This design comes from an exercise in tuning for small area on the open sky130 flow, not from production work.
The RTL was checked by simulation tests, not by an equivalence proof against the original design.
Power and IR drop assume default switching activity.

==> flow/design.v (excerpt) <==
module speden_display (
  input  wire        clk,
  input  wire        rst,
  input  wire        cmd_valid,
  output wire        cmd_ready,
  input  wire [2:0]  cmd,
  input  wire [15:0] score,
  input  wire        high_score,
  output reg  [5:0]  src_addr,
  input  wire [7:0]  src_data,
  output wire        done,
  output wire [1:0]  status,
  output reg         ovf,
  output reg         irq_hold,
  output wire        sdi,
  output wire        sck,
  output wire        rck,
  output wire        clr,
  output wire        oe
);
  localparam [3:0] S_IDLE = 4'b1101, S_DOK = 4'b1100, S_DNI = 4'b1110,
                   S_DBAD = 4'b1111,
                   S_DD   = 4'b0000, S_REF = 4'b0001, S_LAT = 4'b0010,
                   S_ENC  = 4'b0011, S_ENQ = 4'b0100, S_PF  = 4'b0101,
                   S_PM   = 4'b0110, S_ENC3 = 4'b0111;
  reg [3:0]   state;
  reg         initd;
  reg         armed;
  reg [111:0] mr;
  reg [3:0]   mph;
  reg [4:0]   prog;         
  reg [4:0]   rem;          
  reg         scr;
  reg [19:0]  qr;
  reg [4:0]   qp;
  reg [4:0]   nq;           
  reg [2:0]   ic;           
  reg         pfc;          
  reg [15:0]  dg;           
  reg [5:0]   sc;           
  reg [2:0]   kc;           
  reg [6:0]   dat;          
  reg [3:0]   r;
  reg [1:0]   pe;           
  wire ready  = state[3] & state[2];
  wire ok     = initd || (cmd == 3'd0);
  assign cmd_ready = ready;
  ...
Size in the first run: ~740 cells after synthesis, about 48 I/O pins, about 7800 um^2 of cells after synthesis.
export LEC_CHECK = 0
export CAP_MARGIN = 20
export CORE_MARGIN = 2
export CORE_UTILIZATION = 70
export SLEW_MARGIN = 20
create_clock -name core_clock -period 15.0 [get_ports {clk}]
standard.sh (not shown) runs the stock make flow with config.mk's settings and CLKGATE_MAP_FILE= SYNTH_SCRIPT=/design/flow/synth_recipe.tcl, a recipe that flattens the netlist after the stock synthesis.
==> flow/flow/run.sh <==
#!/bin/bash
# Own layout flow: the standard synthesis, its combinational logic re-mapped for area
# (registers untouched), then the standard ORFS flow with 1x port buffers and a lighter
# clock tree. Each tool's output goes to a log file of its own in this folder.
set -euo pipefail
W=$(pwd)
R=$W/orfs/results/$FLOW_PLATFORM/speden_display/base
# 1. standard synthesis, netlist only
bash standard.sh $R/1_2_yosys.v > $W/log_1_synth.txt 2>&1
cp $R/1_2_yosys.v $W/netlist_standard.v
# 2. area re-mapping of the gates between the registers
bash flow/remap.sh $W/netlist_standard.v $W/netlist_remap.v flow/area.abc > $W/log_2_remap.txt 2>&1
cp $W/netlist_remap.v $R/1_2_yosys.v
touch $R/1_2_yosys.v
# 3. the rest of the standard flow
bash standard.sh \
  "BUFFER_PORTS_ARGS=-buffer_cell sky130_fd_sc_hd__buf_1" \
  "CTS_ARGS=$(cat flow/cts_args.txt)" \
  finish > $W/log_3_layout.txt 2>&1
test -f $W/out/final.def
==> flow/flow/area.abc <==
strash
&get -n
&fraig -x
&put
scorr
dc2
strash
&get -n
&dch -f
&nf -R 1000
&put
==> flow/flow/cts_args.txt <==
-sink_clustering_enable -repair_clock_nets -dont_use_dummy_load -sink_clustering_size 16 -sink_clustering_max_diameter 50 -buf_list {sky130_fd_sc_hd__clkbuf_8}
==> flow/flow/remap.sh <==
#!/bin/bash
# remap.sh IN.v OUT.v ABC_SCRIPT
# Re-maps the combinational logic of the standard synthesis netlist for area with ABC.
# Every register instance keeps its name and cell type; only the gates between them change.
set -euo pipefail
LIB=$FLOW_HOME/platforms/sky130hd/lib/sky130_fd_sc_hd__tt_025C_1v80.lib
IN=$1; OUT=$2; ABCS=$3
DU=""
for c in $(sed -n '/^export DONT_USE_CELLS/,/^$/p' $FLOW_HOME/platforms/sky130hd/config.mk | tr -d '\\' | grep -o 'sky130_fd_sc_hd__[A-Za-z0-9_]*'); do
  DU="$DU -dont_use $c"
done
cat > remap.ys <<EOT
read_liberty -ignore_miss_func $LIB
read_verilog $IN
hierarchy -top $FLOW_TOP
setattr -mod -set keep_hierarchy 1 sky130_fd_sc_hd__df* sky130_fd_sc_hd__edf* sky130_fd_sc_hd__sdf* sky130_fd_sc_hd__sedf* sky130_fd_sc_hd__dl* sky130_fd_sc_hd__conb_1
flatten
opt_clean -purge
stat -liberty $LIB
abc -liberty $LIB $DU -script $ABCS
opt_clean -purge
hilomap -singleton -hicell sky130_fd_sc_hd__conb_1 HI -locell sky130_fd_sc_hd__conb_1 LO
splitnets
opt_clean -purge
insbuf -buf sky130_fd_sc_hd__buf_4 A X
rename -hide w:*.*
select $FLOW_TOP
stat -liberty $LIB
write_verilog -noattr -nohex -nodec -selected $OUT
EOT
Y=$FLOW_HOME/../tools/install/yosys/bin/yosys
[[ -x $Y ]] || Y=yosys
$Y -s remap.ys
==> next run, changes <==
==> flow/flow/area.abc (replaced) <==
strash
&get -n
&deepsyn -T 60
&put
strash
&get -n
&dch -f
&nf -R 1000
&put
strash
&get -n
&deepsyn -T 60
&put
strash
&get -n
&dch -f
&nf -R 1000
&put
Outcome:
- register-to-register slack gets better by 0.36 ns
- total power went down by a little under a tenth
- clock skew went down by 0.049 ns
- count of clock-buffer cells in the layout goes down by 1
- synthesized cell count falls by roughly a tenth
- routed wire length goes down by about a fifth
- design area came out lower by a few percent

[what the ideal ports hide]
Ports are ideal in the flow. The routed layouts listed here were re-timed in OpenROAD.
Step 1 assumes that a clkbuf_16 drives the clock port and a buf_2 every other input.
Step 2 times the ports against the registers' clock, not the clock port: input delays grow and output delays shrink by t, the midpoint of the rising clock arrivals with the driver on.
Slacks: ideal ports / drivers / drivers and shift; pairs: ideal ports / drivers.
run	shift t [ns]	slack for setup (ns)	worst setup path after step 2
the first run	0.511	8.484 / 8.449 / 8.960	register to output
the second run	0.514	8.374 / 8.339 / 8.853	register to output
After both steps every run listed still meets setup and hold.
